From an optimization exercise on the open Yosys and OpenROAD flow, aimed at small area, a short achievable clock period and few clock cycles per item; shortcuts taken in it are not production practice.
In this exercise RTL edits were held to simulation tests only and were not proved equivalent to the original.
Power is estimated from default activity; no workload was simulated.

## rng90_codec
module rng90_codec (
    input  wire        clk,
    input  wire        rst,
    input  wire        cmd_valid,
    output wire        cmd_ready,
    input  wire [7:0]  cmd_opcode,
    input  wire [7:0]  cmd_param1,
    input  wire [15:0] cmd_param2,
    input  wire [7:0]  cmd_len,
    input  wire        din_valid,
    output wire        din_ready,
    input  wire [7:0]  din_data,
    output wire        tx_valid,
    input  wire        tx_ready,
    output wire [7:0]  tx_data,
    output wire        tx_last,
    input  wire        rsp_valid,
    output wire        rsp_ready,
    input  wire [5:0]  rsp_cap,
    input  wire        rx_valid,
    output wire        rx_ready,
    input  wire [7:0]  rx_data,
    output wire        res_valid,
    input  wire        res_ready,
    output wire        res_ok,
    output wire [7:0]  res_count,
    output wire        pl_valid,
    input  wire        pl_ready,
    output wire [7:0]  pl_data,
    output wire        pl_last
);
Size: ~1300 cells after synthesis, ~460 flip-flops, roughly 19000 um^2 of cells after synthesis.
==> flow/config.mk <==
export PLATFORM = sky130hd
export DESIGN_NAME = rng90_codec
export DESIGN_NICKNAME = rng90_codec
export VERILOG_FILES = /design/flow/design.v
export SDC_FILE = /design/flow/constraint.sdc
export NUM_CORES = 4
export LEC_CHECK = 0
export ABC_CLOCK_PERIOD_IN_PS = 2400
export CAP_MARGIN = 20
export CORE_MARGIN = 2
export CORE_UTILIZATION = 55
export PLACE_DENSITY = 0.72
export SETUP_SLACK_MARGIN = 3.1
export SLEW_MARGIN = 20
==> flow/constraint.sdc <==
create_clock -name core_clock -period 5.5 [get_ports {clk}]
set_input_delay 1.1000 -clock core_clock [delete_from_list [all_inputs] [get_ports {clk}]]
set_output_delay 1.1000 -clock core_clock [all_outputs]
set_load 0.01 [all_outputs]
standard.sh (not shown) runs the stock make flow with config.mk's settings and CLKGATE_MAP_FILE= SYNTH_SCRIPT=/design/flow/synth_recipe.tcl, a recipe that flattens the netlist after the stock synthesis.
==> flow/flow/run.sh <==
#!/bin/bash
# The standard layout, with plain buffers on the ports (instead of the delay
# cells buffer_ports picks by default), resizing not tied to footprints, and
# a flatter clock tree (larger sink clusters, no dummy loads).
set -euo pipefail
bash standard.sh \
  "BUFFER_PORTS_ARGS=-buffer_cell sky130_fd_sc_hd__buf_2" \
  MATCH_CELL_FOOTPRINT=0 \
  "CTS_ARGS=-sink_clustering_enable -repair_clock_nets -sink_clustering_size 24 -sink_clustering_max_diameter 80 -dont_use_dummy_load" \
  finish > flow_make.log 2>&1
Testbench counts at the start, summed over its fixed seeds: cycles 38,851, items 2,080.
==> next run, changes <==
CORE_UTILIZATION = 40   (was 55)
PLACE_DENSITY = 0.6   (was 0.72)
Effect: Cell area goes up by 2.2%; setup slack improved by 48 ps; clock power goes up by about 5%; via count goes down by 0.73%; die area goes up by 37%; routed wire length goes up by 3.5%; cell count goes up by 9.0%; power goes up by 2.3%.

* * *

Another version of the RTL of rng90_codec (not shown whole).
Size in the first run: about 1300 cells after synthesis, ~470 flip-flops, ~110 I/O pins, roughly 20000 um2 of cells after synthesis.
Settings: LEC_CHECK=0, ABC_CLOCK_PERIOD_IN_PS=2000, CAP_MARGIN=20, CORE_MARGIN=2, CORE_UTILIZATION=55, PLACE_DENSITY=0.72, SETUP_SLACK_MARGIN=3.25, SLEW_MARGIN=20; clock period 5.5 ns.
Scripts as last shown in full above: flow/flow/run.sh
Testbench counts at the start, summed over its fixed seeds: cycles 38,863, items 2,080.
==> next run, changes <==
--- a/flow/flow/run.sh
+++ b/flow/flow/run.sh
@@ -9 +9 @@
-  "CTS_ARGS=-sink_clustering_enable -repair_clock_nets -sink_clustering_size 24 -sink_clustering_max_diameter 80 -dont_use_dummy_load" \
+  "CTS_ARGS=-sink_clustering_enable -repair_clock_nets -sink_clustering_size 27 -sink_clustering_max_diameter 90 -dont_use_dummy_load" \
ABC_CLOCK_PERIOD_IN_PS = 2200   (was 2000)
SETUP_SLACK_MARGIN = 3.3   (was 3.25)
The new run passed the timing, design-rule and antenna checks. Count of clock-buffer cells in the layout shrinks by 3. Cell area went up by 0.50%. Worst hold slack improves by 0.023 ns.
==> next run, changes <==
--- a/flow/flow/run.sh
+++ b/flow/flow/run.sh
@@ -9 +9 @@
-  "CTS_ARGS=-sink_clustering_enable -repair_clock_nets -sink_clustering_size 27 -sink_clustering_max_diameter 90 -dont_use_dummy_load" \
+  "CTS_ARGS=-sink_clustering_enable -repair_clock_nets -sink_clustering_size 24 -sink_clustering_max_diameter 80 -dont_use_dummy_load" \
ABC_AREA = 1   (was not set)
ABC_CLOCK_PERIOD_IN_PS = 2000   (was 2200)
SETUP_SLACK_MARGIN = 3.25   (was 3.3)
The new run ran to the end with no violations.
Routed wire length rises by 14%.
Hold slack stays flat.
Area after synthesis grows by 0.71%.
Register-to-register slack got worse by 0.08 ns.
First-iteration DRC count rises by 33%.

==> re-timing with driven ports <==
In the flow no input, the clock included, has a driving cell. The finished layouts below were timed again as built, in two steps.
Step 1: set_driving_cell puts a clkbuf_16 on clk and a buf_2 on each other input, an assumption about the parent block.
Step 2 adds t to the input delays and takes it off the output delays; t is the mean of the earliest and latest rising clock arrival at the registers after step 1. Input paths then give back, and output paths get back, about the clock's delay inside the block.
Slacks: no drivers / after step 1 / after step 2; pairs: no drivers / after step 1.
run	t, ns	slack for setup (ns)	clock arrival spread, ns	slew at the worst register clock pin (ns)	pins driven straight from the clock port
the first run of note 1	0.578	2.537 / 2.537 / 2.443	0.056 / 0.056	0.10 / 0.10	1
the second run of note 1	0.599	2.585 / 2.585 / 2.267	0.042 / 0.043	0.10 / 0.10	1
the first run of note 2	0.603	3.141 / 3.083 / 2.726	0.044 / 0.044	0.10 / 0.10	1
the second run of note 2	0.585	3.193 / 3.143 / 2.794	0.042 / 0.042	0.11 / 0.11	1
the third run of note 2	0.603	3.101 / 3.047 / 2.802	0.077 / 0.077	0.10 / 0.10	1
After both steps setup and hold are still met in every run listed. For the first run of note 2, which loses most, drivers alone change the setup slack by -0.058 ns; drivers and shift together by -0.415 ns.
